From an optimization exercise on the open Yosys and OpenROAD flow, aimed at small area, a short achievable clock period and few clock cycles; shortcuts taken in it are not production practice.
The RTL was checked by simulation tests, not by an equivalence proof against the original design.
Power figures rest on the tool's default switching activity, not on a simulated workload.

==> flow/design.v (excerpt) <==
module spitfp_core (
    input  wire       clk,
    input  wire       rst,         
    input  wire       in_valid,
    output wire       in_ready,
    input  wire [7:0] in_data,
    output wire       out_valid,
    input  wire       out_ready,
    output wire [7:0] out_data
);
Size in the first run: ~5800 cells after synthesis, about 22 I/O pins, about 0.069 mm^2 of cells after synthesis.
clock: 8.0 ns
lec_check: 0
cap_margin: 20
core_margin: 2
core_utilization: 40
cts_cluster_diameter: 60
cts_cluster_size: 20
place_density: 0.6
setup_slack_margin: 5.0
slew_margin: 20
run.sh (not shown) runs the stock make flow with config.mk's settings and CLKGATE_MAP_FILE= SYNTH_SCRIPT=/design/flow/synth_recipe.tcl, a recipe that flattens the netlist after the stock synthesis.
Testbench counts at the start, summed over its fixed seeds: cycles 161,280.
Change:
--- a/flow/design.v
+++ b/flow/design.v
@@ -71,53 +71,46 @@
     reg        c_brick_pc;
     wire [31:0] c_brick = {c_brick_hi, c_brick_lo};
     reg [7:0]  c_brlet_lo;
     reg [23:0] c_brlet_hi;
     reg        c_brlet_pc;
     wire [31:0] c_brlet = {c_brlet_hi, c_brlet_lo};
     reg [7:0]  zero_run_lo;
     reg [23:0] zero_run_hi;
     reg        zero_run_pc;
     wire [31:0] zero_run = {zero_run_hi, zero_run_lo};
     reg [7:0] ib0, ib1;
-    reg [18:0] id0;             
+    reg [11:0] id0;             
     reg       iv0, iv1;
     reg       in_rdy;
     assign in_ready = in_rdy;
     wire in_fire = in_valid & in_rdy;
-    function [18:0] opdec;
+    function [11:0] opdec;
         input [7:0] x;
         begin
             opdec[0]  = (x == 8'h01);
             opdec[1]  = (x == 8'h02);
             opdec[2]  = (x == 8'h03);
             opdec[3]  = (x == 8'h04);
             opdec[4]  = (x == 8'h05);
             opdec[5]  = (x == 8'h06);
             opdec[6]  = (x == 8'h07);
             opdec[7]  = (x == 8'h08);
             opdec[8]  = (x == 8'h09);
             opdec[9]  = (x == 8'h0A);
             opdec[10] = (x == 8'h00) || (x > 8'h0A);
             opdec[11] = (x == 8'h00);
-            opdec[12] = (x == 8'h0B);
-            opdec[13] = (x == 8'h0C);
-            opdec[14] = (x == 8'h0D);
-            opdec[15] = (x == 8'h0E);
-            opdec[16] = (x == 8'h0F);
-            opdec[17] = (x == 8'h10);
-            opdec[18] = (x == 8'h11);
         end
     endfunction
-    wire [18:0] in_dec  = opdec(in_data);
-    wire [18:0] ib1_dec = opdec(ib1);
+    wire [11:0] in_dec  = opdec(in_data);
+    wire [11:0] ib1_dec = opdec(ib1);
     wire go;
     always @(posedge clk) begin
         if (rst) begin
             iv0 <= 1'b0;
             iv1 <= 1'b0;
             in_rdy <= 1'b1;
         end else if (go) begin
             if (iv1) begin
                 ib0 <= ib1;
                 id0 <= ib1_dec;
                 iv0 <= 1'b1;
@@ -263,50 +256,49 @@
     assign rv[7]  = c_brlet;
     assign rv[8]  = {11'd0, baud_cfg};
     assign rv[9]  = {11'd0, baud_cur};
     assign rv[10] = {11'd0, baud_new};
     assign rv[11] = {31'd0, dyn_en};
     assign rv[12] = {11'd0, dyn_min};
     assign rv[13] = zero_run;
     assign rv[14] = last_send;
     assign rv[15] = {3'd0, rx_len, 3'd0, slot_rx_len, 3'd0, slot_tx_len, 3'd0, send_len};
     assign rv[16] = {25'd0, used};
     assign rv[17] = now_reg;
-    wire [17:0] b_is = {id0[18:12], id0[9:0], id0[11]};    
     reg [31:0] reg_val;
     always @(*) begin
         reg_val = 32'd0;
         for (k = 0; k < 18; k = k + 1)
-            if (b_is[k]) reg_val = reg_val | rv[k];
+            if (b == k) reg_val = reg_val | rv[k];
     end
     wire [7:0] r_byte = r_drain ? srx[r_idx] : r_cap[7:0];
     wire r_push = r_act && !ov1;
     wire [7:0] tx_seqb = (tx_src == TX_DATA) ? {seq_cur, tx_sl} : {4'd0, tx_sl};
     wire       tx_i1   = (tx_idx == 5'd1);
     wire       tx_last = txl;
     wire [7:0] txd_b   = tx_i1 ? tx_seqb : (tx_last ? tx_sum : pbuf[0]);
     wire [7:0] txa_b   = tx_i1 ? tx_seqb : tx_sum;
     wire [7:0] tx_b    = (tx_src == TX_IDLE) ? (tx_due ? {3'd0, send_len} :
                                                 (ack_owed ? 8'h03 : 8'h00)) :
                          (tx_src == TX_DATA) ? txd_b : txa_b;
     wire       tx_pl   = go_opc && o_tx && txp;
     wire s_fin = e_sd && sub_l;
     wire w_fin = e_w && kq[3];
     wire x_push = (go_opc && (o_tx || o_drain || o_inv)) ||
                   (iv0 && (e_rd || (e_sn && b_zero) || s_fin || (w_fin && !w_tick)));
     reg [7:0] x_byte;
     always @(*) begin
         if (e_opc)
             x_byte = o_tx ? tx_b : (o_drain ? {3'd0, slot_rx_len} : 8'h03);
         else if (e_rd)
-            x_byte = (|b_is) ? 8'd0 : 8'd3;
+            x_byte = (b <= 8'h11) ? 8'd0 : 8'd3;
         else if (e_sn)
             x_byte = 8'd2;
         else if (e_sd)
             x_byte = {6'd0, sub_st};
         else
             x_byte = (w_prop && !dyn_en) ? 8'd4 : 8'd0;
     end
     assign pv = x_push || r_push;
     assign pd = x_push ? x_byte : r_byte;
     wire [7:0] rbyte = rb[ra];
     wire       rz      = rz_h && rz_l;
@@ -465,38 +457,38 @@
             if (s_stop0 || s_empty) begin
                 rx_state <= RX_SEEK;
                 rx_len   <= 5'd0;
             end else if (s_stopa) begin
                 rx_state <= RX_ACC;
                 rx_len   <= rq[4:0];
             end else begin
                 rx_state <= RX_FC;
                 rx_len   <= sL;
             end
         end
-        if (iv0 && w_fin && w_tick && baud_change && tx_src == TX_IDLE) begin
-            baud_cur    <= baud_new;
-            baud_change <= 1'b0;
-        end
         if ((iv0 && w_fin && w_tick && !sc_pend && (!sc_act || sc_stop)) || (t3_pend && sc_stop)) begin
             t3_pend <= 1'b0;
             if (send_len == 5'd0 && slot_tx_len != 5'd0) begin
                 send_len    <= slot_tx_len + 5'd3;
                 slot_tx_len <= 5'd0;
                 tx_sent     <= 1'b0;
                 tx_rel      <= 1'b0;
                 tx_due      <= 1'b1;
             end else if (send_len != 5'd0 && tx_sent && !tx_due &&
                          tx_src != TX_DATA && (t3_pend ? t3_to : t_to)) begin
                 tx_due <= 1'b1;
             end
+            if (baud_change && tx_src == TX_IDLE) begin
+                baud_cur    <= baud_new;
+                baud_change <= 1'b0;
+            end
         end else if (iv0 && w_fin && w_tick) begin
             t3_pend <= 1'b1;
             t3_to   <= t_to;
         end
         wr_pend <= iv0 && e_rx;
         wr_addr <= tail;
         wr_data <= b;
         if (wr_pend)
             rb[wr_addr] <= wr_data;
         if (sc_pend) begin
             sc_pend <= 1'b0;
The new run completed without violations.
Setup slack degrades by 0.11 ns.
Sequential share of layout area went down by 0.86 points.
Non-clock buffer count rises by 6.
Utilization hardly moves.
Combinational power barely changes.
Clock power went down by about 2%.
Design area rises by 1.2%.
Wire length goes up by about 2.8%.
Synthesized cell count goes up by about 1.4%.
Die area grows by 0.95%.
Count of clock-buffer cells in the layout goes up by 6.
Area after synthesis is higher by 0.96%.
Testbench counts after the change, summed over its fixed seeds: cycles 161,280.

port drivers added, routing unchanged:
No port has a modelled driver above. Below, the same layouts with a new extraction and two added sets of constraints. Step 1 sets driving cells, clkbuf_16 on the clock port and buf_2 on the other inputs (assumed; they add their load-dependent delay and slew). Step 2 also shifts input and output timing later by t, the mid clock arrival at the registers, as if the neighbouring blocks saw the same clock. Slacks: ideal / step 1 / step 2; pairs: ideal / step 1.
run	t (ns)	setup WS [ns]	worst register clock-pin slew, ns
the first run	0.875	5.026 / 4.982 / 4.208	0.09 / 0.09
the second run	0.865	4.921 / 4.921 / 4.310	0.09 / 0.09
After both steps every run listed still meets setup and hold. The setup slack of the first run, which loses most, moves by -0.044 ns with the drivers and by -0.818 ns with both steps.
